Context: an optimization exercise on an open-source flow, tuned for small area. The choices shown serve that exercise and are no tape-out recipe.
In this exercise RTL edits were held to simulation tests only and were not proved equivalent to the original.
The clock cells of runs 2 to 6 come from the design's own scripts or RTL, not from TritonCTS.
The clock port is modelled as an ideal driver, which makes a skipped or thinned clock tree look cheaper than it is; a real chip needs a root buffer or a tree.
Power and IR drop assume default switching activity.

### design/flow/flow/abc_area.script
strash
&get -n
&deepsyn -J 50
&put
&get -n
&dch -f
&nf -a
&put
topo
### design/flow/config.mk
export PLATFORM = sky130hd
export DESIGN_NAME = dmqh
export DESIGN_NICKNAME = dmqh
export VERILOG_FILES = /design/flow/design.v
export SDC_FILE = /design/flow/constraint.sdc
export NUM_CORES = 4
export LEC_CHECK = 0
export CAP_MARGIN = 20
export CORE_MARGIN = 2
export CORE_UTILIZATION = 40
export GPL_TIMING_DRIVEN = 0
export PLACE_DENSITY = 0.6
export SLEW_MARGIN = 20
### design/flow/constraint.sdc
create_clock -name core_clock -period 10.0 [get_ports {clk}]
set_input_delay 2.0000 -clock core_clock [delete_from_list [all_inputs] [get_ports {clk}]]
set_output_delay 2.0000 -clock core_clock [all_outputs]
set_load 0.01 [all_outputs]
### design/flow/standard.sh
#!/bin/bash
# synth_recipe.tcl (not shown) runs the flow's synth.tcl, then flattens the netlist and writes it again
# the make line also repeats each setting of config.mk as NAME=value (left out here)
make -C /OpenROAD-flow-scripts/flow DESIGN_CONFIG=/design/flow/config.mk WORK_HOME=/design/flow/orfs CLKGATE_MAP_FILE= SYNTH_SCRIPT=/design/flow/synth_recipe.tcl "${@:-finish}"
### design/flow/design.v
module dmqh_segenc (
    input  wire [7:0] code,
    input  wire       dp,
    input  wire       e,
    output reg  [7:0] seg
);
    reg [6:0] glyph;    
    always @* begin
        case (code)
            8'h20: glyph = 7'h00;   
            8'h2D: glyph = 7'h01;   
            8'h30: glyph = 7'h7E;   
            8'h31: glyph = 7'h30;   
            8'h32: glyph = 7'h6D;   
            8'h33: glyph = 7'h79;   
            8'h34: glyph = 7'h33;   
            8'h35: glyph = 7'h5B;   
            8'h36: glyph = 7'h5F;   
            8'h37: glyph = 7'h70;   
            8'h38: glyph = 7'h7F;   
            8'h39: glyph = 7'h7B;   
            8'h41: glyph = 7'h77;   
            8'h42: glyph = 7'h1F;   
            8'h43: glyph = 7'h4E;   
            8'h44: glyph = 7'h3D;   
            8'h45: glyph = 7'h4F;   
            8'h46: glyph = 7'h47;   
            8'h47: glyph = 7'h5E;   
            8'h48: glyph = 7'h37;   
            8'h49: glyph = 7'h06;   
            8'h4A: glyph = 7'h3C;   
            8'h4B: glyph = 7'h57;   
            8'h4C: glyph = 7'h0E;   
            8'h4D: glyph = 7'h54;   
            8'h4E: glyph = 7'h15;   
            8'h4F: glyph = 7'h7E;   
            8'h50: glyph = 7'h67;   
            8'h51: glyph = 7'h73;   
            8'h52: glyph = 7'h05;   
            8'h53: glyph = 7'h5B;   
            8'h54: glyph = 7'h0F;   
            8'h55: glyph = 7'h3E;   
            8'h56: glyph = 7'h1C;   
            8'h57: glyph = 7'h2A;   
            8'h58: glyph = 7'h37;   
            8'h59: glyph = 7'h3B;   
            8'h5A: glyph = 7'h6D;   
            default: glyph = 7'h00;  
        endcase
        if (e)
            glyph = 7'h7F;           
        seg = {glyph, dp};
    end
endmodule
module dmqh (
    input  wire        clk,
    input  wire        rst,              
    input  wire        tick_valid,
    input  wire [31:0] tick_cmd,
    output reg         tick_resp_valid,
    output wire [31:0] tick_resp,
    input  wire        host_valid,
    input  wire [31:0] host_cmd,
    output reg         host_resp_valid,
    output wire [31:0] host_resp,
    output wire [11:0] digit_en,
    output wire [7:0]  seg,
    output wire        relay,
    output wire        evt_pending
);
    reg [3:0]  idx;           
    reg [7:0]  buf_r [0:11];
    reg [7:0]  segout;
    reg [1:0]  lastph;
    reg        lastbtn;
    reg [1:0]  mbox;
    reg        relay_r;
    reg [15:0] tlow;
    reg [15:0] thigh;
    reg        t_err;         
    reg [1:0]  t_code;        
    reg [2:0]  h_kind;        
    reg [3:0]  h_arg;         
    localparam [2:0] K_SMALL = 3'b000;   
    localparam [2:0] K_ERR   = 3'b100;   
    localparam [2:0] K_RDDIG = 3'b001;   
    localparam [2:0] K_WRCHR = 3'b101;   
    localparam [2:0] K_RDREG = 3'b010;   
    wire [11:0] en;
    genvar gi;
    generate
        for (gi = 0; gi < 12; gi = gi + 1) begin : g_en
            assign en[gi] = (idx == gi);
        end
    endgenerate
    wire [3:0] idx_rd = {idx[3] & ~idx[2], idx[2:0]};
    assign digit_en    = en;
    assign seg         = segout;
    assign relay       = relay_r;
    assign evt_pending = mbox[1] | mbox[0];
    wire [3:0] t_op = tick_cmd[31:28];
    wire       t_opc  = t_op[3] & (t_op[2] | t_op[1]);
    wire       t_port = (t_op != 4'h1);
    wire       t_fld  = |tick_cmd[27:3];
    wire [1:0] t_status = t_opc ? 2'd1 : t_port ? 2'd2 : t_fld ? 2'd3 : 2'd0;
    wire       t_ok  = (t_status == 2'd0);
    wire       t_do  = tick_valid & t_ok;
    reg [3:0] idx_next;
    always @* begin
        case (idx)
            4'd0:  idx_next = 4'd5;
            4'd1:  idx_next = 4'd6;
            4'd2:  idx_next = 4'd7;
            4'd3:  idx_next = 4'd8;
            4'd4:  idx_next = 4'd9;
            4'd5:  idx_next = 4'd10;
            4'd6:  idx_next = 4'd11;
            4'd7:  idx_next = 4'd0;
            4'd8:  idx_next = 4'd1;
            4'd9:  idx_next = 4'd2;
            4'd10: idx_next = 4'd3;
            4'd11: idx_next = 4'd4;
            default: idx_next = 4'd0;
        endcase
    end
    wire       idx_7 = idx[2] & idx[1] & idx[0];    
    reg  [7:0] tick_byte;
    always @* begin
        tick_byte = ({8{en[0]}}  & buf_r[5])
                  | ({8{en[1]}}  & buf_r[6])
                  | ({8{en[2]}}  & buf_r[7])
                  | ({8{en[3]}}  & buf_r[8])
                  | ({8{en[4]}}  & buf_r[9])
                  | ({8{en[5]}}  & buf_r[10])
                  | ({8{en[6]}}  & buf_r[11])
                  | ({8{idx_7}}  & buf_r[0])
                  | ({8{en[8]}}  & buf_r[1])
                  | ({8{en[9]}}  & buf_r[2])
                  | ({8{en[10]}} & buf_r[3])
                  | ({8{en[11]}} & buf_r[4]);
    end
    wire [1:0] ph  = tick_cmd[1:0];
    wire       btn = tick_cmd[2];
    wire       press = lastbtn & ~btn;
    wire       ph11  = lastph[1] & lastph[0];
    wire [1:0] evt;
    assign evt[0] = press | (ph11 & ~ph[1] & ph[0]);
    assign evt[1] = press | (ph11 & ph[1] & ~ph[0]);
    wire [1:0] mbox_t = (t_do && evt != 2'd0) ? evt : mbox;
    wire [3:0]  h_op   = host_cmd[31:28];
    wire [3:0]  h_sel  = host_cmd[27:24];
    wire        h_f1   = host_cmd[17];
    wire        h_f0   = host_cmd[16];
    wire [15:0] h_data = host_cmd[15:0];
    wire z_sel = |host_cmd[27:24];
    wire z_mid = |host_cmd[23:18];
    wire z_hi8 = |host_cmd[15:8];
    wire z_lo5 = |host_cmd[7:3];
    wire z_lo3 = |host_cmd[2:0];
    reg mbz_bad;
    always @* begin
        case (h_op)
            4'h0, 4'h5: mbz_bad = z_sel | z_mid | h_f1 | h_f0 | z_hi8 | z_lo5 | z_lo3;
            4'h2:       mbz_bad = z_mid | h_f1 | h_f0 | z_hi8;
            4'h3, 4'h9: mbz_bad = z_mid | h_f1 | h_f0 | z_hi8 | z_lo5 | z_lo3;
            4'h4:       mbz_bad = z_mid | z_hi8;
            4'h6, 4'h7: mbz_bad = z_sel | z_mid | h_f1 | h_f0;
            4'h8:       mbz_bad = z_sel | z_mid | h_f1;
            default:    mbz_bad = 1'b0;
        endcase
    end
    wire sel_ge12 = h_sel[3] & h_sel[2];
    wire sel_ge10 = h_sel[3] & (h_sel[2] | h_sel[1]);
    wire is_wrdig = (h_op == 4'h2);
    wire is_rddig = (h_op == 4'h3);
    wire is_wrchr = (h_op == 4'h4);
    wire is_getev = (h_op == 4'h5);
    wire is_setlo = (h_op == 4'h6);
    wire is_sethi = (h_op == 4'h7);
    wire is_heval = (h_op == 4'h8);
    wire is_rdreg = (h_op == 4'h9);
    reg [2:0] h_status;
    always @* begin
        if (h_op[3] & (h_op[2] | h_op[1]))
            h_status = 3'd1;
        else if (h_op == 4'h1)
            h_status = 3'd2;
        else if (mbz_bad || (is_rdreg && sel_ge10))
            h_status = 3'd3;
        else if ((is_wrdig || is_rddig || is_wrchr) && sel_ge12)
            h_status = 3'd4;
        else
            h_status = 3'd0;
    end
    wire h_ok = (h_status == 3'd0);
    wire h_do = host_valid & h_ok;
    wire [7:0] enc_byte;
    dmqh_segenc u_enc (
        .code (h_data[7:0]),
        .dp   (h_f0),
        .e    (h_f1),
        .seg  (enc_byte)
    );
    wire [7:0] chr_byte = {enc_byte[4:2], enc_byte[7:5], enc_byte[1:0]};
    wire [3:0] chr_pos  = 4'd11 - h_sel;
    wire [16:0] c_ge_h, c_le_l;
    assign c_ge_h[0] = 1'b1;
    assign c_le_l[0] = 1'b1;
    genvar gc;
    generate
        for (gc = 0; gc < 16; gc = gc + 1) begin : g_cmp
            wire t_b = (gc == 15) ? ~h_data[gc] : h_data[gc];
            wire h_b = (gc == 15) ? ~thigh[gc]  : thigh[gc];
            wire l_b = (gc == 15) ? ~tlow[gc]   : tlow[gc];
            assign c_ge_h[gc+1] = (t_b & ~h_b) | (t_b & c_ge_h[gc]) | (~h_b & c_ge_h[gc]);
            assign c_le_l[gc+1] = (l_b & ~t_b) | (l_b & c_le_l[gc]) | (~t_b & c_le_l[gc]);
        end
    endgenerate
    wire t_ge_h = c_ge_h[16];
    wire t_le_l = c_le_l[16];
    wire relay_new = ~h_f0 & ~t_ge_h & (t_le_l | relay_r);
    wire [3:0] w_addr = is_wrchr ? chr_pos : h_sel;
    wire       w_any  = h_do & (is_wrdig | is_wrchr);
    wire [7:0] w_data = rst ? 8'd0 : (is_wrchr ? chr_byte : h_data[7:0]);
    wire [15:0] th_data = rst ? 16'h8000 : h_data;
    integer i;
    always @(posedge clk) begin
        for (i = 0; i < 12; i = i + 1)
            if (rst | (w_any & (w_addr == i)))
                buf_r[i] <= w_data;
        if (rst | (h_do & is_setlo))
            tlow <= th_data;
        if (rst | (h_do & is_sethi))
            thigh <= th_data;
        if (rst | t_do)
            segout <= rst ? 8'd0 : tick_byte;
        if (rst | t_do)
            idx <= rst ? 4'd15 : idx_next;
    end
    always @(posedge clk) begin
        if (rst) begin
            lastph  <= 2'b00;
            lastbtn <= 1'b0;
            mbox    <= 2'd0;
            relay_r <= 1'b0;
        end else begin
            if (t_do) begin
                lastph  <= ph;
                lastbtn <= btn;
            end
            if (h_do && is_getev)
                mbox <= 2'd0;
            else
                mbox <= mbox_t;
            if (h_do && is_heval)
                relay_r <= relay_new;
        end
    end
    always @(posedge clk) begin
        tick_resp_valid <= tick_valid & ~rst;
        host_resp_valid <= host_valid & ~rst;
        t_err  <= ~t_ok;
        t_code <= t_ok ? evt : t_status;
        if (!h_ok) begin
            h_kind <= K_ERR;
            h_arg  <= {1'b0, h_status};
        end else if (is_rddig) begin
            h_kind <= K_RDDIG;
            h_arg  <= h_sel;
        end else if (is_wrchr) begin
            h_kind <= K_WRCHR;
            h_arg  <= chr_pos;
        end else if (is_rdreg) begin
            h_kind <= K_RDREG;
            h_arg  <= h_sel;
        end else if (is_getev) begin
            h_kind <= K_SMALL;
            h_arg  <= {2'b00, mbox_t};
        end else if (is_heval) begin
            h_kind <= K_SMALL;
            h_arg  <= {2'b00, relay_new ^ relay_r, relay_new};
        end else begin
            h_kind <= K_SMALL;
            h_arg  <= 4'd0;
        end
    end
    assign tick_resp = {2'b00, t_err ? t_code : 2'b00, 22'd0,
                        t_err ? 2'b00 : t_code, t_err ? 4'd0 : idx};
    wire [11:0] a_dec;
    generate
        for (gi = 0; gi < 12; gi = gi + 1) begin : g_adec
            assign a_dec[gi] = (h_arg == gi);
        end
    endgenerate
    wire k_buf = h_kind[0];
    wire k_reg = h_kind[1];
    wire k_x   = h_kind[2];
    reg [15:0] h_value;
    integer k;
    always @* begin
        h_value = 16'd0;
        for (k = 0; k < 12; k = k + 1)
            h_value[7:0] = h_value[7:0] | ({8{k_buf & a_dec[k]}} & buf_r[k]);
        h_value[11:8] = {4{k_buf & k_x}} & h_arg;
        h_value[1:0]  = h_value[1:0] | ({2{~k_buf & ~k_reg & ~k_x}} & h_arg[1:0]);
        h_value = h_value
                | ({16{k_reg & a_dec[0]}} & {12'd0, idx_rd})
                | ({16{k_reg & a_dec[1]}} & {4'd0, en})
                | ({16{k_reg & a_dec[2]}} & {8'd0, segout})
                | ({16{k_reg & a_dec[3]}} & {13'd0, lastbtn, lastph})
                | ({16{k_reg & a_dec[4]}} & {14'd0, mbox})
                | ({16{k_reg & a_dec[5]}} & {15'd0, relay_r})
                | ({16{k_reg & a_dec[6]}} & tlow)
                | ({16{k_reg & a_dec[7]}} & thigh)
                | ({16{k_reg & a_dec[8]}} & 16'h050C)
                | ({16{k_reg & a_dec[9]}} & 16'h0001);
    end
    wire [2:0] h_stat_out = {3{~k_buf & ~k_reg & k_x}} & h_arg[2:0];
    assign host_resp = {1'b0, h_stat_out, 12'd0, h_value};
endmodule
### design/flow/flow/my_synth.tcl
proc synth {args} { yosys synth -nofsm -noshare {*}$args }
proc extract_fa {args} { puts "extract_fa skipped" }
proc abc {args} {
  set i [lsearch -exact $args -script]
  if {$i < 0} { yosys abc {*}$args; return }
  set main $args
  lset main [expr {$i + 1}] $::env(MY_ABC_SCRIPT)
  if {[info exists ::env(MY_MUX_MODULES)]} {
    set mux $args
    lset mux [expr {$i + 1}] $::env(MY_ABC_SCRIPT_MUX)
    yosys abc {*}$mux {*}$::env(MY_MUX_MODULES)
    yosys abc {*}$main $::env(DESIGN_NAME) {*}[expr {[info exists ::env(MY_MAIN_EXTRA)] ? $::env(MY_MAIN_EXTRA) : ""}]
  } else {
    yosys abc {*}$main
  }
}
source $::env(SCRIPTS_DIR)/synth.tcl
# left out here: clear keep_hierarchy, flatten, clean up, hide names made inside functions, write 1_2_yosys.v
### design/flow/flow/run.sh
#!/bin/bash
# The standard layout, with three changes:
#  - synthesis: the standard synthesis script, but with an area-oriented ABC
#    script and without extract_fa (registers are unchanged);
#  - the smallest buffer (buf_1) on the ports;
#  - a clock tree of smaller clock buffers and without dummy loads.
# Each step's output goes to ORFS's own logs under orfs/logs; make's output
# goes to flow.log.
set -euo pipefail
W=$(pwd)
export MY_ABC_SCRIPT=$W/flow/abc_area.script
export BUFFER_PORTS_ARGS="-buffer_cell sky130_fd_sc_hd__buf_1"
export CTS_ARGS="-sink_clustering_enable -repair_clock_nets -dont_use_dummy_load -buf_list {sky130_fd_sc_hd__clkbuf_4 sky130_fd_sc_hd__clkbuf_8}"
sed "s|SYNTH_SCRIPT=[^ ]*|SYNTH_SCRIPT=$W/flow/my_synth.tcl|" standard.sh > my_standard.sh
grep -q "SYNTH_SCRIPT=$W/flow/my_synth.tcl" my_standard.sh
bash my_standard.sh > flow.log 2>&1
==> impl_metrics.env, run 1 <==
export IMPL_status="finished clean"
export IMPL_skew_ns=0.0232
export IMPL_io_buffers=118
export IMPL_clockBufferDepth=2
export IMPL_p_sw_uw=366
export IMPL_worst_skew_pair_late_latency_ns=0.46
export IMPL_cts_root_buf="clkbuf_8"
export IMPL_antenna_found_initial=0
export IMPL_cts_sinks=158
export IMPL_setup_violations=0
export IMPL_finalPower_uw=1360
export IMPL_ir_drop_mv=0.0954
export IMPL_start_kind="input pin"
export IMPL_powerDensity_nw_per_um2=144
export IMPL_clkPwrFrac_pct=26.1
export IMPL_syn_instance_count=729
export IMPL_swShare_pct=26.9
export IMPL_cpLargestDelayFamily="compound AO/OA/AOI/OAI gates"
export IMPL_ctsResizeCount=0
export IMPL_routed_via_count=7300
export IMPL_grt_start_max_net_pins=39
export IMPL_path_buf_inv=1
export IMPL_p_int_uw=996
export IMPL_cts_tree="yes"
export IMPL_avgSynthCellArea_um2=11.2
export IMPL_fin_tns_setup_ns=0
export IMPL_hpwl_um=19700
export IMPL_ys_seq_area_share_pct=55.8
export IMPL_sequentialPowerShare_pct=60.5
export IMPL_drive_gt1_share_pct=8.35
export IMPL_grt_setup_unrepaired="no"
export IMPL_crit_type="in -> reg"
export IMPL_netlist_cell_type_count=59
export IMPL_crit_required_ns=10.07
export IMPL_post_route_min_period_ns=6.07
export IMPL_power_leakage_uw=0.00313
export IMPL_ant_nets=0
export IMPL_min_delay_path_class="reg -> reg"
export IMPL_slew_headroom_pct=19.2
export IMPL_gr_total_overflow=0
export IMPL_post_route_period_util_pct=60.7
export IMPL_grt_pass1_vias=6837
export IMPL_cap_violations=0
export IMPL_async_reset_ff_share_pct=0
export IMPL_ys_ff_latch=158
export IMPL_rows=52
export IMPL_grt_pass1_wl_um=41200
export IMPL_first_pass_iters=8
export IMPL_cts_setup_buffers=0
export IMPL_initial_utilization_pct=40.6
export IMPL_drc_errors=0
export IMPL_worstPathCellList="buf_1, nor2b_1, nand3_1, o2111ai_1, a211oi_1, o211ai_1, a32o_1, nand3b_1, nand2b_1, a21oi_1, nand2_1, nor2_1, a21o_1"
export IMPL_netlist_top_cells_count="edfxtp_1, nor2_1, nand2_1, a222oi_1, buf_4"
export IMPL_cpPeakStageDelay_ns=0.71
export IMPL_pwr_share_comb_pct=13.4
export IMPL_yosys_warnings=3
export IMPL_die_w_um=147
export IMPL_die_height_um=147
export IMPL_synth_main_ff_cell="edfxtp_1"
export IMPL_setup_worst_path_end_class="register"
export IMPL_synth_top_area_share_pct=51.4
export IMPL_path_clk_slew_ns=0.05
export IMPL_grtUsageTotal_pct=25.7
export IMPL_worstPathMaxFanout=18
export IMPL_post_drt_wl_per_cell_um=23.9
export IMPL_arrival_ns=6.14
export IMPL_cts_htree_levels=4
export IMPL_core_um2=20200
export IMPL_ios=156
export IMPL_worst_slew_pin_slew_ns=1.21
export IMPL_globalplace_congestion=0.941
export IMPL_syn_area_um2=8180
export IMPL_yosys_cell_count_top_type="edfxtp_1"
export IMPL_die_area_um2=21600
export IMPL_drtIter0Drc=1178
export IMPL_final_hold_viol_count=0
export IMPL_crit_slowest_cell="a21o_1"
export IMPL_ctsHoldBuffers=0
export IMPL_diodes=0
export IMPL_synth_edf_count=140
export IMPL_max_freq_mhz=165
export IMPL_vias_per_cell=6.19
export IMPL_drt_wl_total_um=28200
export IMPL_synth_top_cell_by_area="edfxtp_1"
export IMPL_fin_nets=980
export IMPL_syn2layout_area_growth_pct=16.0
export IMPL_yosys_top_cells_area="edfxtp_1, a222oi_1, dfxtp_1"
export IMPL_cts_made_buffers=17
export IMPL_final_max_slew_violation_count=0
[stage by stage]
step / utilization [%] / setup WS [ns] / instances / instance area [um2] / hold slack (ns)
final: 47.0 / 3.93 / 1180 / 9490 / 0.503
after global routing: 47.0 / 3.59 / 1180 / 9490 / 0.548
after CTS: 47.0 / 4.02 / 1179 / 9480 / 0.503
after detailed placement: 45.8 / 3.59 / 1162 / 9240 / 0.493
after global placement: 45.1 / 3.53 / 1153 / 9100 / 0.491
after floorplan: - / 4.72 / 765 / 8320 / 0.463
[cell usage in the layout, fill, tap and decap left out, types with 11 or more instances in the layout]
| cell type | synthesis | routed |
|---|---|---|
| a21oi_1 | 18 | 18 |
| nand3_1 | 12 | 12 |
| nor2b_1 | 20 | 20 |
| a31oi_1 | 13 | 13 |
| nand2_1 | 56 | 56 |
| conb_1 | 1 | 37 |
| nand4_1 | 11 | 11 |
| nor2_1 | 72 | 67 |
| clkinv_1 | 24 | 24 |
| dfxtp_1 | 18 | 18 |
| clkbuf_8 | 0 | 17 |
| buf_1 | 0 | 117 |
| edfxtp_1 | 140 | 140 |
| nor3_1 | 23 | 18 |
| and3_1 | 13 | 13 |
| a222oi_1 | 37 | 37 |
| a221oi_1 | 18 | 18 |
| a21o_1 | 12 | 12 |
| a22oi_1 | 29 | 29 |
| a22o_1 | 24 | 24 |
| buf_4 | 37 | 40 |
| nand2b_1 | 14 | 14 |
| nor4_1 | 12 | 11 |
| o21ai_0 | 19 | 19 |
[final timing paths]
path	from	cells past startpoint	slack [ns]	end
max	host_cmd[0]	13	3.93	tlow[1]
min	mbox[1]	2	0.50	mbox[1]
max reg2reg	thigh[1]	13	7.02	h_arg[1]
min reg2reg	mbox[1]	2	0.50	mbox[1]
[per-layer routing]
layer  wire [um]  part of all wire [%]  track usage (%)
met1       11300                    40             33.7
met2       12500                    44             39.0
met3        3390                    12             8.57
met4        1040                   3.7             11.4
met5           0                     0                0
[layout make-up]
class | count | area, um2
buffer | 37 | 278
sequential | 158 | 4560
timing repair buffer | 128 | 554
fill | 1880 | 10700
clock buffer | 17 | 234
multi-input combinational | 546 | 3430
tap | 270 | 338
inverter | 24 | 90.1
[sequential cells by signal, indices dropped and copies added, names as in the netlist]
name             flops
host_resp_valid      1
buf_r               96
mbox                 2
t_code               2
segout               8
lastph               2
h_arg                4
tlow                16
relay_r              1
h_kind               3
t_err                1
tick_resp_valid      1
idx                  4
lastbtn              1
thigh               16
[kinds of logic (layout without fill, tap and decap cells)]
group | Yosys count | after routing | synth area share [%]
simple gates | 266 | 266 | 16.3
compound gates | 235 | 235 | 22.5
flops | 158 | 158 | 55.8
buf+inv | 61 | 206 | 4.50
xor+xnor | 7 | 7 | 0.749
other cells | 1 | 37 | 0.0458
mux | 1 | 1 | 0.122
[power by group through the flow]
| stage | sequential (uW) | clock (uW) | combinational (uW) |
|---|---|---|---|
| finish | 824 | 355 | 183 |
| global route | 829 | 382 | 199 |
| CTS | 822 | 359 | 179 |
| detailed placement | 837 | 0 | 178 |
| global placement | 836 | 0 | 176 |
| floorplan | 821 | 0 | 108 |
[worst min-delay path, stage by stage, from the launching register on]
cell	delay (ns)
dfxtp_1	0.32
nand2_1	0.08
a21oi_1	0.06
==> run 2: changes to the inputs <==
==> design/flow/flow/run.sh (replaced) <==
#!/bin/bash
# The standard layout, with these changes:
#  - synthesis: the standard synthesis script, but with an area-oriented ABC
#    script and without extract_fa (the registers are the same);
#  - the smallest buffer (buf_1) on the ports;
#  - a hand-built two-level clock tree (flow/manual_cts.tcl): one root
#    buffer driving one leaf buffer per k-means cluster of flip-flops.
# make's output goes to flow.log; each step's full log is under orfs/logs.
set -euo pipefail
W=$(pwd)
export MY_ABC_SCRIPT=$W/flow/abc_area.script
export BUFFER_PORTS_ARGS="-buffer_cell sky130_fd_sc_hd__buf_1"
export PRE_CTS_TCL=$W/flow/manual_cts.tcl
export MY_CTS_LEAVES=12
export MY_CTS_LEAF_CELL=sky130_fd_sc_hd__clkbuf_8
export MY_CTS_ROOT_CELL=sky130_fd_sc_hd__clkbuf_8
sed "s|SYNTH_SCRIPT=[^ ]*|SYNTH_SCRIPT=$W/flow/my_synth.tcl|" standard.sh > my_standard.sh
grep -q "SYNTH_SCRIPT=$W/flow/my_synth.tcl" my_standard.sh
bash my_standard.sh > flow.log 2>&1
==> design/flow/flow/manual_cts.tcl (new file) <==
# Clock tree built by hand in place of TritonCTS's H-tree: the flip-flops
# are split into clusters by k-means on their placement, each cluster is
# driven by one leaf clock buffer at its centroid, and one root buffer at
# the centroid of the leaves drives the leaves from the clock port.
proc manual_clock_tree {n_leaves leaf_cell root_cell} {
  set db [ord::get_db]
  set block [ord::get_db_block]
  set clk_net [$block findNet clk]
  set leaf_master [$db findMaster $leaf_cell]
  set root_master [$db findMaster $root_cell]
  set sinks {}
  set xs {}
  set ys {}
  foreach it [$clk_net getITerms] {
    set inst [$it getInst]
    set loc [$inst getLocation]
    set m [$inst getMaster]
    lappend sinks $it
    lappend xs [expr {[lindex $loc 0] + [$m getWidth] / 2}]
    lappend ys [expr {[lindex $loc 1] + [$m getHeight] / 2}]
  }
  set n [llength $sinks]
  # k-means, seeded with sinks spread along the sorted x order
  set order [lsort -integer -indices $xs]
  set cx {}
  set cy {}
  for {set k 0} {$k < $n_leaves} {incr k} {
    set i [lindex $order [expr {int(($k + 0.5) * $n / $n_leaves)}]]
    lappend cx [lindex $xs $i]
    lappend cy [lindex $ys $i]
  }
  for {set iter 0} {$iter < 50} {incr iter} {
    set assign {}
    for {set i 0} {$i < $n} {incr i} {
      set best 0
      set bd 1e30
      for {set k 0} {$k < $n_leaves} {incr k} {
        set d [expr {abs([lindex $xs $i] - [lindex $cx $k]) + abs([lindex $ys $i] - [lindex $cy $k])}]
        if {$d < $bd} { set bd $d; set best $k }
      }
      lappend assign $best
    }
    set ncx {}
    set ncy {}
    for {set k 0} {$k < $n_leaves} {incr k} {
      set sx 0.0; set sy 0.0; set c 0
      for {set i 0} {$i < $n} {incr i} {
        if {[lindex $assign $i] == $k} {
          set sx [expr {$sx + [lindex $xs $i]}]
          set sy [expr {$sy + [lindex $ys $i]}]
          incr c
        }
      }
      if {$c > 0} {
        lappend ncx [expr {int($sx / $c)}]
        lappend ncy [expr {int($sy / $c)}]
      } else {
        lappend ncx [lindex $cx $k]
        lappend ncy [lindex $cy $k]
      }
    }
    set cx $ncx
    set cy $ncy
  }
  # root buffer and its net
  set root_net [odb::dbNet_create $block "clknet_root"]
  $root_net setSigType CLOCK
  set root [odb::dbInst_create $block $root_master "clkbuf_root"]
  [$root findITerm A] connect $clk_net
  [$root findITerm X] connect $root_net
  set rx 0.0; set ry 0.0; set used 0
  for {set k 0} {$k < $n_leaves} {incr k} {
    set members {}
    for {set i 0} {$i < $n} {incr i} {
      if {[lindex $assign $i] == $k} { lappend members [lindex $sinks $i] }
    }
    if {[llength $members] == 0} { continue }
    set net [odb::dbNet_create $block "clknet_leaf_$k"]
    $net setSigType CLOCK
    set buf [odb::dbInst_create $block $leaf_master "clkbuf_leaf_$k"]
    [$buf findITerm A] connect $root_net
    [$buf findITerm X] connect $net
    foreach it $members {
      $it disconnect
      $it connect $net
    }
    $buf setLocation [lindex $cx $k] [lindex $cy $k]
    $buf setPlacementStatus PLACED
    set rx [expr {$rx + [lindex $cx $k]}]
    set ry [expr {$ry + [lindex $cy $k]}]
    incr used
    puts "manual CTS: leaf $k drives [llength $members] sinks"
  }
  $root setLocation [expr {int($rx / $used)}] [expr {int($ry / $used)}]
  $root setPlacementStatus PLACED
  global_connect
  puts "manual CTS: 1 root $root_cell, $used leaves $leaf_cell"
}

# Used as ORFS's PRE_CTS_TCL hook: the CTS step's clock_tree_synthesis call
# builds the tree above instead.
proc clock_tree_synthesis {args} {
  manual_clock_tree $::env(MY_CTS_LEAVES) $::env(MY_CTS_LEAF_CELL) $::env(MY_CTS_ROOT_CELL)
  set_propagated_clock [all_clocks]
}
==> design/flow/config.mk (replaced) <==
export PLATFORM = sky130hd
export DESIGN_NAME = dmqh
export DESIGN_NICKNAME = dmqh
export VERILOG_FILES = /design/flow/design.v
export SDC_FILE = /design/flow/constraint.sdc
export NUM_CORES = 4
export LEC_CHECK = 0
export CAP_MARGIN = 0
export CORE_MARGIN = 2
export CORE_UTILIZATION = 40
export PLACE_DENSITY = 0.6
export SLEW_MARGIN = 0
==> impl_metrics.env, run 2 <==
export IMPL_status="finished clean"
export IMPL_busiest_layer="met2"
export IMPL_top_regs="buf_r x96, thigh x16, tlow x16"
export IMPL_worst_skew_pair_late_latency_ns=0.48
export IMPL_synth_top_area_share_pct=51.4
export IMPL_ctsResizeCount=0
export IMPL_final_hold_viol_count=0
export IMPL_netlist_top_cells_count="edfxtp_1, nor2_1, nand2_1, a222oi_1, buf_4"
export IMPL_fin_tns_setup_ns=0
export IMPL_ir_drop_mv=0.0833
export IMPL_max_freq_mhz=172
export IMPL_yosys_warnings=3
export IMPL_syn_area_um2=8180
export IMPL_slew_headroom_pct=24.2
export IMPL_layout_setup_ws_ns=4.19
export IMPL_ant_nets=0
export IMPL_post_route_min_period_ns=5.81
export IMPL_setup_worst_path_end_class="register"
export IMPL_diodes=0
export IMPL_die_height_um=147
export IMPL_power_leakage_uw=0.00291
export IMPL_gr_total_overflow=0
export IMPL_first_pass_iters=10
export IMPL_synth_edf_count=140
export IMPL_gr_usage_met1_pct=36.1
export IMPL_powerDensity_nw_per_um2=144
export IMPL_yosys_top_cells_area="edfxtp_1, a222oi_1, dfxtp_1"
export IMPL_drc_errors=0
export IMPL_grtUsageTotal_pct=26.2
export IMPL_largest_reg_flops=96
export IMPL_core_um2=20200
export IMPL_worstPathCellList="buf_1, nor2b_1, nand3_1, o2111ai_1, a211oi_1, o211ai_1, a32o_1, nand3b_1, nand2b_1, a21oi_1, nand2_1, nor3_1, a21o_1"
export IMPL_post_drt_wl_per_cell_um=25.6
export IMPL_netlist_cell_type_count=59
export IMPL_crit_type="in -> reg"
export IMPL_arrival_ns=5.92
export IMPL_vias_per_cell=6.40
export IMPL_whs_ns=0.535
export IMPL_met2_usage_pct=43.4
export IMPL_ys_seq_area_share_pct=55.8
export IMPL_globalplace_congestion=0.917
export IMPL_ios=156
export IMPL_yosys_cell_count_top_type="edfxtp_1"
export IMPL_grt_setup_unrepaired="no"
export IMPL_async_reset_ff_share_pct=0
export IMPL_crit_slowest_cell="nor3_1"
export IMPL_ys_ff_latch=158
export IMPL_drive_gt1_share_pct=3.66
export IMPL_cpPeakStageDelay_ns=0.61
export IMPL_final_max_slew_violation_count=0
export IMPL_skew_ns=0.0339
export IMPL_die_w_um=147
export IMPL_worst_slew_pin_slew_ns=1.13
export IMPL_post_route_period_util_pct=58.1
export IMPL_pre_cts_ws_ns=3.83
export IMPL_grt_use_met3_pct=3.66
export IMPL_drt_wl_total_um=29300
export IMPL_die_area_um2=21600
export IMPL_hpwl_um=21600
export IMPL_path_clk_slew_ns=0.10
export IMPL_cap_violations=0
export IMPL_synth_top_cell_by_area="edfxtp_1"
export IMPL_routed_via_count=7316
export IMPL_start_kind="input pin"
export IMPL_setup_violations=0
export IMPL_final_area_um2=9120
export IMPL_drtIter0Drc=1201
export IMPL_grt_pass1_wl_um=43100
export IMPL_grt_pass1_vias=6839
export IMPL_syn_instance_count=729
export IMPL_regMostFlops="buf_r"
export IMPL_synth_main_ff_cell="edfxtp_1"
export IMPL_rows=52
export IMPL_grt_start_max_net_pins=50
export IMPL_io_buffers=118
export IMPL_avgSynthCellArea_um2=11.2
export IMPL_crit_required_ns=10.10
export IMPL_worstPathMaxFanout=18
export IMPL_initial_utilization_pct=40.6
export IMPL_ctsHoldBuffers=0
export IMPL_final_common_cell="edfxtp_1"
export IMPL_min_delay_path_class="reg -> reg"
export IMPL_final_cell_mix="edfxtp_1, buf_1, nor2_1"
export IMPL_fin_nets=944
export IMPL_cts_setup_buffers=0
export IMPL_antenna_found_initial=0
export IMPL_place_area_um2=8940
export IMPL_n_fill_cell=1900
export IMPL_syn2layout_area_growth_pct=11.5
-- run 2: cell counts after synthesis --
No cell type changed its count.
-- run 2: final cells by class --
type | count | area (um2) | share of cell area (%)
buffer | 13 | 179 | 1.96
inverter | 24 | 90.1 | 0.988
multi-input combinational | 546 | 3390 | 37.2
tap | 270 | 338 | 3.70
timing repair buffer | 133 | 557 | 6.10
sequential | 158 | 4560 | 50.0
-- run 2: routing by layer --
layer / vias to the layer above / part of all wire [%]
met5: - / 0
met4: 0 / 4.0
met3: 105 / 10
met2: 555 / 46
met1: 3458 / 39
li1: 3198 / -
-- run 2: worst paths after layout --
kind | slack [ns] | endpoint | startpoint | depth (start not counted)
max | 4.19 | buf_r[11][1] | host_cmd[0] | 13
max reg2reg | 6.84 | h_arg[1] | thigh[2] | 13
min reg2reg | 0.53 | mbox[1] | mbox[1] | 2
min | 0.53 | mbox[1] | mbox[1] | 2
-- run 2: through the flow --
stage / total power (uW) / cells / utilization, %
final: 1310 / 1144 / 45.2
after global routing: 1360 / 1144 / 45.2
after CTS: 1310 / 1144 / 45.2
after detailed placement: 1010 / 1131 / 44.3
after global placement: 1020 / 1131 / 44.3
after floorplan: 929 / 765 / -
-- run 2: cells by family (layout without fill, tap and decap cells) --
family,after synthesis,after routing,synth area share (%)
other,1,37,0.0458
AO/OA/AOI/OAI,235,235,22.5
multiplexers,1,1,0.122
AND/OR/NAND/NOR,266,266,16.3
flip-flops,158,158,55.8
buffers and inverters,61,170,4.50
XOR/XNOR,7,7,0.749
-- run 2: power breakdown --
part           switching [uW]  internal, uW  leakage (uW)  total [uW]
clock                     192           115     0.0000935         308
sequential               51.9           782       0.00150         834
combinational             116          55.0       0.00131         171
total                     360           953       0.00291        1310
-- run 2: worst max-delay path, delay by kind of cell --
kind	cells	cell delay, ns
simple gates	6	1.57
compound gates	6	1.77
buf+inv	1	0.56
==> run 3: changes to the inputs <==
==> design/flow/flow/abc_area.script (replaced) <==
strash
&get -n
&deepsyn -J 50
&put
&get -n
&dch -f
&nf -a -R 1000
&st
&dch -f
&nf -a -R 1000
&put
topo
==> impl_metrics.env, run 3 <==
export IMPL_die_height_um=146
export IMPL_gr_total_overflow=0
export IMPL_synth_top_cell_by_area="edfxtp_1"
export IMPL_pwr_share_comb_pct=13.2
export IMPL_arrival_ns=6.93
export IMPL_path_buf_inv=3
export IMPL_layout_setup_ws_ns=3.19
export IMPL_final_max_slew_violation_count=0
export IMPL_yosys_warnings=3
export IMPL_antenna_found_initial=0
export IMPL_grt_setup_unrepaired="no"
export IMPL_drive_gt1_share_pct=3.91
export IMPL_status="finished clean"
export IMPL_yosys_top_cells_area="edfxtp_1, a222oi_1, dfxtp_1"
export IMPL_final_cell_mix="edfxtp_1, buf_1, nor2_1"
export IMPL_cts_setup_buffers=0
export IMPL_ys_seq_area_share_pct=56.4
export IMPL_crit_required_ns=10.12
export IMPL_syn2layout_area_growth_pct=12.0
export IMPL_clkPwrFrac_pct=23.4
export IMPL_grt_pass1_vias=6871
export IMPL_cpLargestDelayFamily="compound AO/OA/AOI/OAI gates"
export IMPL_ys_ff_latch=158
export IMPL_fin_tns_setup_ns=0
export IMPL_reg2reg_slack_ns=6.86
export IMPL_cap_violations=0
export IMPL_die_area_um2=21400
export IMPL_max_freq_mhz=147
export IMPL_grt_pass1_wl_um=44300
export IMPL_netlist_cell_type_count=56
export IMPL_post_drt_wl_per_cell_um=26.7
export IMPL_worstPathMaxFanout=11
export IMPL_final_hold_viol_count=0
export IMPL_avgSynthCellArea_um2=11.3
export IMPL_critPathMostFrequentCell="nor2_1"
export IMPL_crit_slowest_cell="or4_1"
export IMPL_worstPathCellList="buf_1, clkinv_1, nor2_1, a211oi_1, o21ai_0, o211ai_1, or4_1, a211oi_1, o2111ai_1, o2111a_1, a21oi_1, nand4_1, a21oi_1, nand2_1, nor2_1, clkinv_1, nor2_1, a21o_1"
export IMPL_drtIter0Drc=1404
export IMPL_yosys_cell_count_top_type="edfxtp_1"
export IMPL_netlist_top_cells_count="edfxtp_1, nor2_1, nand2_1, a222oi_1, buf_4"
export IMPL_finalPower_uw=1320
export IMPL_die_w_um=146
export IMPL_regMostFlops="buf_r"
export IMPL_diodes=0
export IMPL_skew_ns=0.0373
export IMPL_largest_reg_flops=96
export IMPL_post_route_min_period_ns=6.81
export IMPL_cpPeakStageDelay_ns=0.50
export IMPL_cp_startpoint="host_cmd[3]"
export IMPL_power_leakage_uw=0.00292
export IMPL_reg2reg_from="thigh[1]"
export IMPL_start_kind="input pin"
export IMPL_final_common_cell="edfxtp_1"
export IMPL_hold_start="lastbtn"
export IMPL_synth_top_area_share_pct=52.0
export IMPL_layout_cells_non_filler=1139
export IMPL_worst_slew_pin_slew_ns=1.25
export IMPL_synth_main_ff_cell="edfxtp_1"
export IMPL_dpl_cell_count=1126
export IMPL_grtUsageTotal_pct=27.4
export IMPL_syn_area_um2=8090
export IMPL_ios=156
export IMPL_synth_edf_count=140
export IMPL_initial_utilization_pct=40.4
export IMPL_sequentialPowerShare_pct=63.5
export IMPL_swShare_pct=28.0
export IMPL_vias_per_cell=6.46
export IMPL_fin_nets=939
export IMPL_p_sw_uw=370
export IMPL_ctsResizeCount=0
export IMPL_hpwl_um=22000
export IMPL_powerDensity_nw_per_um2=146
export IMPL_p_int_uw=952
export IMPL_setup_violations=0
export IMPL_worst_skew_pair_late_latency_ns=0.48
export IMPL_whs_ns=0.539
export IMPL_globalplace_congestion=0.972
export IMPL_slew_headroom_pct=16.2
export IMPL_rows=52
export IMPL_ir_drop_mv=0.0809
export IMPL_async_reset_ff_share_pct=0
export IMPL_ctsHoldBuffers=0
export IMPL_crit_type="in -> reg"
export IMPL_routed_via_count=7354
export IMPL_setup_worst_path_end_class="register"
export IMPL_io_buffers=118
export IMPL_ant_nets=0
export IMPL_drc_errors=0
export IMPL_min_delay_path_class="reg -> reg"
export IMPL_first_pass_iters=10
export IMPL_drt_wl_total_um=30500
export IMPL_path_clk_slew_ns=0.08
export IMPL_grt_start_max_net_pins=50
export IMPL_syn_instance_count=719
export IMPL_top_regs="buf_r x96, thigh x16, tlow x16"
export IMPL_pre_cts_ws_ns=2.91
export IMPL_core_um2=20000
export IMPL_post_route_period_util_pct=68.1
-- run 3: area by class of cell --
cell class | instances | area, um2
Inverter | 27 | 101
Tap cell | 270 | 338
Fill cell | 1878 | 11000
Multi-Input combinational cell | 533 | 3280
Sequential cell | 158 | 4560
Timing Repair Buffer | 138 | 594
Buffer | 13 | 179
-- run 3: worst paths after layout --
path,endpoint,cells past startpoint
worst max-delay path,buf_r[0][6],18
worst min-delay path,lastbtn,1
worst max register to register,h_arg[1],15
worst min register to register,lastbtn,1
-- run 3: routing by layer --
layer  wire length [um]  global-route usage (%)
met5                  0                   0.455
met4               1490                    9.85
met3               4150                    6.56
met2              13300                    43.8
met1              11500                    36.6
-- run 3: logic make-up (layout without fill, tap and decap cells) --
| logic type | after synthesis | in the layout | synth area share, % |
|---|---|---|---|
| other cells | 1 | 37 | 0.0463 |
| compound gates | 249 | 249 | 23.7 |
| simple gates | 239 | 239 | 14.3 |
| buf+inv | 64 | 178 | 4.69 |
| flops | 158 | 158 | 56.4 |
| xor+xnor | 6 | 6 | 0.649 |
| mux | 2 | 2 | 0.247 |
-- run 3: power by group through the flow --
stage,combinational [uW],clock [uW],sequential (uW)
finish,174,309,839
global route,188,333,841
CTS,169,313,834
detailed placement,169,0,848
global placement,170,0,851
floorplan,107,0,820
-- run 3: stage by stage --
stage,area (um2),util [%]
5_1_grt,9060,45.2
4_1_cts,9060,45.2
3_3_place_gp,8880,44.3
2_1_floorplan,8230,-
3_5_place_dp,8880,44.3
6_report,9060,45.2
==> run 4: changes to the inputs <==
==> design/flow/flow/abc_area.script (replaced) <==
strash
&get -n
&deepsyn -J 50
&put
&get -n
&dch -f
&nf -a
&put
topo
--- a/design/flow/config.mk
+++ b/design/flow/config.mk
@@ -7,6 +7,6 @@
 export LEC_CHECK = 0
 export CAP_MARGIN = 0
 export CORE_MARGIN = 2
-export CORE_UTILIZATION = 40
-export PLACE_DENSITY = 0.6
+export CORE_UTILIZATION = 60
+export PLACE_DENSITY = 0.75
 export SLEW_MARGIN = 0
==> impl_metrics.env, run 4 <==
export IMPL_status="finished clean"
export IMPL_first_pass_iters=7
export IMPL_ir_drop_mv=0.107
export IMPL_grt_start_max_net_pins=50
export IMPL_grt_use_met3_pct=10.5
export IMPL_fin_nets=945
export IMPL_die_area_um2=14600
export IMPL_fin_tns_setup_ns=0
export IMPL_synth_main_ff_cell="edfxtp_1"
export IMPL_post_route_min_period_ns=5.92
export IMPL_routed_via_count=7526
export IMPL_drtIter0Drc=1566
export IMPL_synth_top_area_share_pct=51.4
export IMPL_synth_edf_count=140
export IMPL_power_leakage_uw=0.00292
export IMPL_cap_violations=0
export IMPL_top_regs="buf_r x96, thigh x16, tlow x16"
export IMPL_multi_input_area_um2=3380
export IMPL_ctsResizeCount=0
export IMPL_register_area_um2=4560
export IMPL_slew_headroom_pct=18.4
export IMPL_diodes=0
export IMPL_busiest_layer="met2"
export IMPL_ant_nets=0
export IMPL_antenna_found_initial=0
export IMPL_cpPeakStageDelay_ns=0.67
export IMPL_yosys_top_cells_area="edfxtp_1, a222oi_1, dfxtp_1"
export IMPL_drt_wl_total_um=28000
export IMPL_final_max_slew_violation_count=0
export IMPL_setup_worst_path_end_class="register"
export IMPL_skew_ns=0.0407
export IMPL_io_buffers=118
export IMPL_crit_required_ns=10.07
export IMPL_worst_skew_pair_late_latency_ns=0.47
export IMPL_rows=42
export IMPL_grtUsageTotal_pct=37.6
export IMPL_ys_seq_area_share_pct=55.8
export IMPL_vias_per_cell=7.16
export IMPL_place_area_um2=8820
export IMPL_grt_pass1_wl_um=41200
export IMPL_drive_gt1_share_pct=3.43
export IMPL_met2_usage_pct=59.2
export IMPL_n_fill_cell=1038
export IMPL_yosys_cell_count_top_type="edfxtp_1"
export IMPL_netlist_cell_type_count=59
export IMPL_drc_errors=0
export IMPL_final_hold_viol_count=0
export IMPL_path_clk_slew_ns=0.07
export IMPL_die_height_um=121
export IMPL_syn2layout_area_growth_pct=10.0
export IMPL_crit_slowest_cell="a21o_1"
export IMPL_final_cell_mix="edfxtp_1, buf_1, nor2_1"
export IMPL_netlist_top_cells_count="edfxtp_1, nor2_1, nand2_1, a222oi_1, buf_4"
export IMPL_setup_violations=0
export IMPL_grt_pass1_vias=7052
export IMPL_syn_instance_count=729
export IMPL_post_route_period_util_pct=59.2
export IMPL_die_w_um=121
export IMPL_ctsHoldBuffers=0
export IMPL_avgSynthCellArea_um2=11.2
export IMPL_syn_area_um2=8180
export IMPL_cpLargestDelayFamily="compound AO/OA/AOI/OAI gates"
export IMPL_worstPathCellList="buf_1, nor2b_1, nand3_1, o2111ai_1, a211oi_1, o211ai_1, a32o_1, nand3b_1, nand2b_1, a21oi_1, nand2_1, nor2_1, a21o_1"
export IMPL_synth_top_cell_by_area="edfxtp_1"
export IMPL_globalplace_congestion=1.05
export IMPL_path_buf_inv=1
export IMPL_gr_total_overflow=0
export IMPL_core_um2=13300
export IMPL_regMostFlops="buf_r"
export IMPL_cts_setup_buffers=0
export IMPL_async_reset_ff_share_pct=0
export IMPL_ios=156
export IMPL_worst_slew_pin_slew_ns=1.22
export IMPL_initial_utilization_pct=61.5
export IMPL_max_freq_mhz=169
export IMPL_powerDensity_nw_per_um2=145
export IMPL_largest_reg_flops=96
export IMPL_ys_ff_latch=158
export IMPL_post_drt_wl_per_cell_um=26.6
export IMPL_crit_type="in -> reg"
export IMPL_utilization_pct=67.7
export IMPL_min_delay_path_class="reg -> reg"
export IMPL_start_kind="input pin"
export IMPL_yosys_warnings=3
export IMPL_final_common_cell="edfxtp_1"
export IMPL_worstPathMaxFanout=18
export IMPL_arrival_ns=5.99
export IMPL_gr_usage_met1_pct=48.6
export IMPL_final_area_um2=9000
export IMPL_hpwl_um=19800
export IMPL_grt_setup_unrepaired="no"
run 4: cell count changes in the layout (fill, tap and decap cells not counted), sizes merged, moves of 5 or more:
cell / before / now
nor2: 77 / 72
a22oi: 34 / 29
a21oi: 26 / 18
nor2b: 9 / 20
a222oi: 42 / 37
a22o: 19 / 24
nand2: 51 / 56
run 4: per-layer routing:
layer	wire length, um	vias up	share of wire, %
met1	9470	3454	34
met3	4290	144	15
met2	12600	733	45
li1	-	3195	-
met5	0	-	0
met4	1620	0	5.8
run 4: logic make-up after synthesis:
group           share of synthesized area [%]
compound gates                           22.5
buf+inv                                  4.50
mux                                     0.122
flops                                    55.8
other cells                            0.0458
xor+xnor                                0.749
simple gates                             16.3
run 4: cell type report:
class / count / area share [%]
Inverter: 24 / 1.00
Timing Repair Buffer: 134 / 6.27
Tap cell: 176 / 2.45
Buffer: 13 / 1.99
Sequential cell: 158 / 50.7
Multi-Input combinational cell: 546 / 37.6
run 4: power by group:
part | switching (uW) | leakage, uW | internal (uW)
Sequential | 50.9 | 0.00150 | 782
Combinational | 115 | 0.00132 | 54.6
Clock | 188 | 0.0000935 | 116
Total | 353 | 0.00292 | 952
run 4: path summary, 6_finish.rpt:
path / slack [ns] / cells after the start / to / startpoint
min reg2reg: 0.52 / 2 / mbox[1] / mbox[1]
min: 0.52 / 2 / mbox[1] / mbox[1]
max reg2reg: 6.80 / 13 / h_arg[1] / thigh[1]
max: 4.08 / 13 / tlow[10] / host_cmd[0]
run 4: per-stage QoR:
step	total power (uW)	worst slack (ns)	hold WS (ns)	instances
after floorplan	929	4.72	0.463	765
after global placement	1000	4.02	0.488	1038
after detailed placement	1010	3.75	0.503	1038
after CTS	1300	4.19	0.520	1051
after global routing	1350	3.71	0.543	1051
final	1310	4.08	0.517	1051
run 4: worst min-delay path: cells and delay by family (launching register included):
family	cells	cell delay (ns)
flops	1	0.33
compound gates	1	0.06
simple gates	1	0.08
==> run 5: changes to the inputs <==
--- a/design/flow/flow/run.sh
+++ b/design/flow/flow/run.sh
@@ -14,6 +14,6 @@
 export MY_CTS_LEAVES=12
 export MY_CTS_LEAF_CELL=sky130_fd_sc_hd__clkbuf_8
 export MY_CTS_ROOT_CELL=sky130_fd_sc_hd__clkbuf_8
-sed "s|SYNTH_SCRIPT=[^ ]*|SYNTH_SCRIPT=$W/flow/my_synth.tcl|" standard.sh > my_standard.sh
+sed -e "s|SYNTH_SCRIPT=[^ ]*|SYNTH_SCRIPT=$W/flow/my_synth.tcl MATCH_CELL_FOOTPRINT=0|" standard.sh > my_standard.sh
 grep -q "SYNTH_SCRIPT=$W/flow/my_synth.tcl" my_standard.sh
 bash my_standard.sh > flow.log 2>&1
==> design/flow/flow/abc_area.script (replaced) <==
strash
&get -n
&deepsyn -J 50
&put
&get -n
&dch -f
&nf -a -R 1000
&st
&dch -f
&nf -a -R 1000
&put
topo
--- a/design/flow/config.mk
+++ b/design/flow/config.mk
@@ -7,6 +7,6 @@
 export LEC_CHECK = 0
 export CAP_MARGIN = 0
 export CORE_MARGIN = 2
-export CORE_UTILIZATION = 60
-export PLACE_DENSITY = 0.75
+export CORE_UTILIZATION = 40
+export PLACE_DENSITY = 0.6
 export SLEW_MARGIN = 0
==> impl_metrics.env, run 5 <==
export IMPL_first_pass_iters=10
export IMPL_holdPathStages=1
export IMPL_crit_slowest_cell="or4_1"
export IMPL_p_int_uw=952
export IMPL_routed_via_count=7354
export IMPL_cap_violations=0
export IMPL_cts_setup_buffers=0
export IMPL_grt_pass1_vias=6871
export IMPL_async_reset_ff_share_pct=0
export IMPL_grt_start_max_net_pins=50
export IMPL_setup_violations=0
export IMPL_r2r_end="h_arg[1]"
export IMPL_max_freq_mhz=147
export IMPL_rows=52
export IMPL_top_regs="buf_r x96, thigh x16, tlow x16"
export IMPL_cpPeakStageDelay_ns=0.50
export IMPL_fin_nets=939
export IMPL_diodes=0
export IMPL_syn_area_um2=8090
export IMPL_ctsHoldBuffers=0
export IMPL_critPathMostFrequentCell="nor2_1"
export IMPL_netlist_cell_type_count=56
export IMPL_final_hold_viol_count=0
export IMPL_avgSynthCellArea_um2=11.3
export IMPL_synth_main_ff_cell="edfxtp_1"
export IMPL_crit_type="in -> reg"
export IMPL_initial_utilization_pct=40.4
export IMPL_grt_setup_unrepaired="no"
export IMPL_whs_ns=0.539
export IMPL_worstPathMaxFanout=11
export IMPL_hold_end="lastbtn"
export IMPL_drt_wl_total_um=30500
export IMPL_drtIter0Drc=1404
export IMPL_status="finished clean"
export IMPL_ctsResizeCount=0
export IMPL_die_w_um=146
export IMPL_path_clk_slew_ns=0.08
export IMPL_syn2layout_area_growth_pct=12.0
export IMPL_ant_nets=0
export IMPL_grtUsageTotal_pct=27.4
export IMPL_die_height_um=146
export IMPL_globalplace_congestion=0.972
export IMPL_netlist_top_cells_count="edfxtp_1, nor2_1, nand2_1, a222oi_1, buf_4"
export IMPL_crit_required_ns=10.12
export IMPL_worstPathCellList="buf_1, clkinv_1, nor2_1, a211oi_1, o21ai_0, o211ai_1, or4_1, a211oi_1, o2111ai_1, o2111a_1, a21oi_1, nand4_1, a21oi_1, nand2_1, nor2_1, clkinv_1, nor2_1, a21o_1"
export IMPL_clkPwrFrac_pct=23.4
export IMPL_regMostFlops="buf_r"
export IMPL_ys_seq_area_share_pct=56.4
export IMPL_start_kind="input pin"
export IMPL_post_route_period_util_pct=68.1
export IMPL_synth_top_cell_by_area="edfxtp_1"
export IMPL_hold_start="lastbtn"
export IMPL_swShare_pct=28.0
export IMPL_slew_headroom_pct=16.2
export IMPL_worst_slew_pin_slew_ns=1.25
export IMPL_synth_edf_count=140
export IMPL_rr_worst_depth=15
export IMPL_gr_total_overflow=0
export IMPL_post_route_min_period_ns=6.81
export IMPL_drc_errors=0
export IMPL_hpwl_um=22000
export IMPL_powerDensity_nw_per_um2=146
export IMPL_yosys_cell_count_top_type="edfxtp_1"
export IMPL_antenna_found_initial=0
export IMPL_sequentialPowerShare_pct=63.5
export IMPL_ys_ff_latch=158
export IMPL_dpl_cell_count=1126
export IMPL_yosys_warnings=3
export IMPL_io_buffers=118
export IMPL_final_common_cell="edfxtp_1"
export IMPL_ios=156
export IMPL_pwr_share_comb_pct=13.2
export IMPL_core_um2=20000
export IMPL_vias_per_cell=6.46
export IMPL_layout_cells_non_filler=1139
export IMPL_reg2reg_slack_ns=6.86
export IMPL_p_sw_uw=370
export IMPL_ir_drop_mv=0.0809
export IMPL_drive_gt1_share_pct=3.91
export IMPL_final_cell_mix="edfxtp_1, buf_1, nor2_1"
export IMPL_setup_worst_path_end_class="register"
export IMPL_min_delay_path_class="reg -> reg"
export IMPL_synth_top_area_share_pct=52.0
export IMPL_largest_reg_flops=96
export IMPL_skew_ns=0.0373
export IMPL_final_max_slew_violation_count=0
export IMPL_post_drt_wl_per_cell_um=26.7
export IMPL_fin_tns_setup_ns=0
export IMPL_power_leakage_uw=0.00292
export IMPL_utilization_pct=45.2
export IMPL_yosys_top_cells_area="edfxtp_1, a222oi_1, dfxtp_1"
export IMPL_arrival_ns=6.93
export IMPL_syn_instance_count=719
export IMPL_die_area_um2=21400
export IMPL_reg2reg_from="thigh[1]"
export IMPL_worst_skew_pair_late_latency_ns=0.48
export IMPL_grt_pass1_wl_um=44300
run 5: cell types whose count changed after synthesis, sizes merged, moves of 5 or more:
cell,before,now
a22o,24,19
nand2,56,51
a21oi,18,26
nor2b,20,9
a222oi,37,42
a22oi,29,34
nor2,72,77
run 5: how the worst max path moves through the flow:
stage,start,to,slack (ns)
2_1_floorplan,host_cmd[3],tlow[0],3.94
4_1_cts,host_cmd[3],buf_r[2][0],3.37
5_1_grt,host_cmd[3],buf_r[2][6],2.86
3_5_place_dp,host_cmd[3],buf_r[2][0],2.91
3_3_place_gp,host_cmd[3],buf_r[2][6],3.00
6_report,host_cmd[3],buf_r[0][6],3.19
run 5: power by group through the flow:
stage	combinational (uW)	clock [uW]	sequential, uW
final	174	309	839
after global routing	188	333	841
after CTS	169	313	834
after detailed placement	169	0	848
after global placement	170	0	851
after floorplan	107	0	820
run 5: layout make-up:
type,count,area (um2)
Fill cell,1878,11000
Multi-Input combinational cell,533,3280
Sequential cell,158,4560
Inverter,27,101
Buffer,13,179
Tap cell,270,338
Timing Repair Buffer,138,594
run 5: cell families (layout without fill, tap and decap cells):
kind of cell | count (synthesis) | after routing | synth area share (%)
flip-flops | 158 | 158 | 56.4
multiplexers | 2 | 2 | 0.247
XOR/XNOR | 6 | 6 | 0.649
AND/OR/NAND/NOR | 239 | 239 | 14.3
other | 1 | 37 | 0.0463
buffers and inverters | 64 | 178 | 4.69
AO/OA/AOI/OAI | 249 | 249 | 23.7
run 5: critical path, delay by kind of cell:
kind,cells,cell delay (ns)
compound gates,9,2.10
simple gates,6,1.92
buf+inv,3,0.89
run 5: through the flow:
stage | instance area, um2 | setup WS [ns] | power (uW)
finish | 9060 | 3.19 | 1320
floorplan | 8230 | 3.94 | 927
CTS | 9060 | 3.37 | 1320
global route | 9060 | 2.86 | 1360
detailed placement | 8880 | 2.91 | 1020
global placement | 8880 | 3.00 | 1020
run 5: per-layer routing:
layer	up-vias	global-route usage, %	share of wire [%]
li1	3180	-	-
met1	3410	36.6	38
met2	637	43.8	44
met3	127	6.56	14
met4	0	9.85	4.9
met5	-	0.455	0
==> run 6: changes to the inputs <==
--- a/design/flow/flow/run.sh
+++ b/design/flow/flow/run.sh
@@ -14,6 +14,7 @@
 export MY_CTS_LEAVES=12
 export MY_CTS_LEAF_CELL=sky130_fd_sc_hd__clkbuf_8
 export MY_CTS_ROOT_CELL=sky130_fd_sc_hd__clkbuf_8
-sed -e "s|SYNTH_SCRIPT=[^ ]*|SYNTH_SCRIPT=$W/flow/my_synth.tcl MATCH_CELL_FOOTPRINT=0|" standard.sh > my_standard.sh
+export MY_CTS_SLACK=1
+sed "s|SYNTH_SCRIPT=[^ ]*|SYNTH_SCRIPT=$W/flow/my_synth.tcl REMOVE_ABC_BUFFERS=1|" standard.sh > my_standard.sh
 grep -q "SYNTH_SCRIPT=$W/flow/my_synth.tcl" my_standard.sh
 bash my_standard.sh > flow.log 2>&1
--- a/design/flow/flow/manual_cts.tcl
+++ b/design/flow/flow/manual_cts.tcl
@@ -29,16 +29,25 @@
     lappend cx [lindex $xs $i]
     lappend cy [lindex $ys $i]
   }
-  for {set iter 0} {$iter < 50} {incr iter} {
-    set assign {}
+  # k-means with a cap on the sinks per cluster: each round assigns the
+  # (sink, cluster) pairs in order of distance, skipping full clusters
+  set cap [expr {($n + $n_leaves - 1) / $n_leaves + $::env(MY_CTS_SLACK)}]
+  for {set iter 0} {$iter < 30} {incr iter} {
+    set pairs {}
     for {set i 0} {$i < $n} {incr i} {
-      set best 0
-      set bd 1e30
       for {set k 0} {$k < $n_leaves} {incr k} {
-        set d [expr {abs([lindex $xs $i] - [lindex $cx $k]) + abs([lindex $ys $i] - [lindex $cy $k])}]
-        if {$d < $bd} { set bd $d; set best $k }
+        lappend pairs [list [expr {abs([lindex $xs $i] - [lindex $cx $k]) + abs([lindex $ys $i] - [lindex $cy $k])}] $i $k]
       }
-      lappend assign $best
+    }
+    set pairs [lsort -real -index 0 $pairs]
+    set assign [lrepeat $n -1]
+    set count [lrepeat $n_leaves 0]
+    foreach p $pairs {
+      lassign $p d i k
+      if {[lindex $assign $i] >= 0} { continue }
+      if {[lindex $count $k] >= $cap} { continue }
+      lset assign $i $k
+      lset count $k [expr {[lindex $count $k] + 1}]
     }
     set ncx {}
     set ncy {}
==> impl_metrics.env, run 6 <==
export IMPL_regMostFlops="buf_r"
export IMPL_hold_end="lastbtn"
export IMPL_final_hold_viol_count=0
export IMPL_worst_slew_pin_slew_ns=1.24
export IMPL_synth_top_cell_by_area="edfxtp_1"
export IMPL_grtUsageTotal_pct=26.7
export IMPL_netlist_top_cells_count="edfxtp_1, nor2_1, nand2_1, a222oi_1, buf_4"
export IMPL_grt_setup_unrepaired="no"
export IMPL_arrival_ns=6.82
export IMPL_min_delay_path_class="reg -> reg"
export IMPL_clkPwrFrac_pct=24.0
export IMPL_grt_pass1_wl_um=43600
export IMPL_max_freq_mhz=149
export IMPL_yosys_cell_count_top_type="edfxtp_1"
export IMPL_diodes=0
export IMPL_routed_via_count=7418
export IMPL_async_reset_ff_share_pct=0
export IMPL_die_area_um2=21400
export IMPL_crit_type="in -> reg"
export IMPL_reg2reg_from="thigh[2]"
export IMPL_final_max_slew_violation_count=0
export IMPL_final_cell_mix="edfxtp_1, buf_1, nor2_1"
export IMPL_critPathMostFrequentCell="nor2_1"
export IMPL_fin_nets=938
export IMPL_ys_seq_area_share_pct=56.4
export IMPL_holdPathStages=1
export IMPL_worst_skew_pair_late_latency_ns=0.46
export IMPL_swShare_pct=28.4
export IMPL_drt_wl_total_um=30000
export IMPL_post_drt_wl_per_cell_um=26.3
export IMPL_status="finished clean"
export IMPL_avgSynthCellArea_um2=11.3
export IMPL_ir_drop_mv=0.0815
export IMPL_antenna_found_initial=0
export IMPL_hpwl_um=21600
export IMPL_synth_edf_count=140
export IMPL_reg2reg_slack_ns=6.91
export IMPL_drtIter0Drc=1281
export IMPL_worstPathCellList="buf_1, clkinv_1, nor2_1, a211oi_1, o21ai_0, o211ai_1, or4_1, a211oi_1, o2111ai_1, o2111a_1, a21oi_1, nand4_1, a21oi_1, nand2_1, nor2_1, clkinv_1, nor2_1, a21o_1"
export IMPL_die_w_um=146
export IMPL_gr_total_overflow=0
export IMPL_final_common_cell="edfxtp_1"
export IMPL_cpPeakStageDelay_ns=0.50
export IMPL_post_route_period_util_pct=66.9
export IMPL_syn2layout_area_growth_pct=11.9
export IMPL_synth_top_area_share_pct=52.0
export IMPL_crit_required_ns=10.13
export IMPL_post_route_min_period_ns=6.69
export IMPL_sequentialPowerShare_pct=63.2
export IMPL_setup_violations=0
export IMPL_pwr_share_comb_pct=12.8
export IMPL_ctsHoldBuffers=0
export IMPL_fin_tns_setup_ns=0
export IMPL_rr_worst_depth=15
export IMPL_largest_reg_flops=96
export IMPL_worstPathMaxFanout=11
export IMPL_first_pass_iters=9
export IMPL_whs_ns=0.521
export IMPL_syn_area_um2=8090
export IMPL_powerDensity_nw_per_um2=147
export IMPL_yosys_top_cells_area="edfxtp_1, a222oi_1, dfxtp_1"
export IMPL_yosys_warnings=3
export IMPL_globalplace_congestion=1.00
export IMPL_skew_ns=0.0249
export IMPL_power_leakage_uw=0.00292
export IMPL_ys_ff_latch=158
export IMPL_p_int_uw=952
export IMPL_top_regs="buf_r x96, thigh x16, tlow x16"
export IMPL_io_buffers=118
export IMPL_ant_nets=0
export IMPL_rows=52
export IMPL_p_sw_uw=378
export IMPL_hold_start="lastbtn"
export IMPL_drive_gt1_share_pct=3.92
export IMPL_die_height_um=146
export IMPL_netlist_cell_type_count=56
export IMPL_cts_setup_buffers=0
export IMPL_ios=156
export IMPL_ctsResizeCount=0
export IMPL_syn_instance_count=719
export IMPL_grt_pass1_vias=6736
export IMPL_slew_headroom_pct=17.0
export IMPL_cap_violations=0
export IMPL_vias_per_cell=6.52
export IMPL_start_kind="input pin"
export IMPL_setup_worst_path_end_class="register"
export IMPL_path_clk_slew_ns=0.11
export IMPL_r2r_end="h_arg[1]"
export IMPL_drc_errors=0
export IMPL_core_um2=20000
export IMPL_grt_start_max_net_pins=50
export IMPL_initial_utilization_pct=40.4
export IMPL_crit_slowest_cell="or4_1"
export IMPL_synth_main_ff_cell="edfxtp_1"
==> run 6: final cells by class <==
type / count / area (um2)
Fill cell: 1910 / 11000
Sequential cell: 158 / 4560
Multi-Input combinational cell: 533 / 3290
Timing Repair Buffer: 137 / 587
Tap cell: 270 / 338
Buffer: 13 / 179
Inverter: 27 / 101
==> run 6: worst max path at each step <==
stage,startpoint,endpoint,slack [ns],depth (start not counted)
floorplan,host_cmd[3],tlow[0],3.94,16
global placement,host_cmd[3],buf_r[0][5],2.96,18
finish,host_cmd[3],buf_r[9][6],3.31,18
global route,host_cmd[3],buf_r[0][6],2.67,18
CTS,host_cmd[3],buf_r[0][6],3.37,18
detailed placement,host_cmd[3],buf_r[0][5],2.89,18
==> run 6: kinds of logic (layout without fill, tap and decap cells) <==
kind of cell	count (synthesis)	in the layout	synth area share [%]
AO/OA/AOI/OAI	249	249	23.7
XOR/XNOR	6	6	0.649
buffers and inverters	64	177	4.69
flip-flops	158	158	56.4
multiplexers	2	2	0.247
other	1	37	0.0463
AND/OR/NAND/NOR	239	239	14.3
==> run 6: stage by stage <==
stage | cell area (um2) | instances | setup WS, ns | power [uW] | util (%)
2_1_floorplan | 7950 | 718 | 3.94 | 916 | -
3_5_place_dp | 8880 | 1125 | 2.89 | 1020 | 44.3
6_report | 9050 | 1138 | 3.31 | 1330 | 45.2
5_1_grt | 9050 | 1138 | 2.67 | 1370 | 45.2
3_3_place_gp | 8880 | 1125 | 2.96 | 1020 | 44.3
4_1_cts | 9050 | 1138 | 3.37 | 1320 | 45.2
==> run 6: metal layers <==
layer	GRT usage (%)	part of all wire [%]	vias up
li1	-	-	3184
met1	36.7	39	3507
met2	41.9	44	632
met3	6.34	13	95
met4	8.88	4.6	0
met5	0	0	-
==> run 6: worst max-delay path: cells and delay by family <==
family          cells  cell delay, ns
compound gates      9            2.11
simple gates        6            1.81
buf+inv             3            0.92
==> run 6: power by group through the flow <==
stage / clock (uW) / sequential, uW / combinational, uW
after floorplan: 0 / 820 / 96.0
after global placement: 0 / 854 / 168
after detailed placement: 0 / 851 / 165
after CTS: 317 / 836 / 166
after global routing: 340 / 843 / 184
final: 319 / 841 / 170

[port drivers added, routing unchanged]
No port has a modelled driver above. Below, the same layouts with a new extraction and two added sets of constraints.
Step 1 (the two cells are an assumption about what drives the block):
set clk [get_ports {clk}]
set_driving_cell -lib_cell sky130_fd_sc_hd__clkbuf_16 $clk
set_driving_cell -lib_cell sky130_fd_sc_hd__buf_2 [delete_from_list [all_inputs] $clk]
Step 2 also shifts input and output timing later by t, the mid clock arrival at the registers, as if the neighbouring blocks saw the same clock.
Three values: ideal ports, drivers, drivers and shift; two values: the first two.
| run | shift t [ns] | setup WS [ns] | slew at the worst register clock pin (ns) | worst slew at a driven data input, ns | cell pins on the clock port's net |
|---|---|---|---|---|---|
| run 1 | 0.498 | 3.933 / 3.945 / 3.447 | 0.10 / 0.10 | 0.04 | 1 |
| run 2 | 0.495 | 4.187 / 4.196 / 3.701 | 0.11 / 0.11 | 0.04 | 1 |
| run 3 | 0.488 | 3.188 / 3.204 / 2.716 | 0.12 / 0.12 | 0.05 | 1 |
| run 4 | 0.485 | 4.078 / 4.087 / 3.602 | 0.12 / 0.12 | 0.05 | 1 |
| run 5 | 0.488 | 3.188 / 3.204 / 2.716 | 0.12 / 0.12 | 0.05 | 1 |
| run 6 | 0.496 | 3.308 / 3.325 / 2.829 | 0.11 / 0.11 | 0.04 | 1 |
After both steps setup and hold are still met in every run listed.
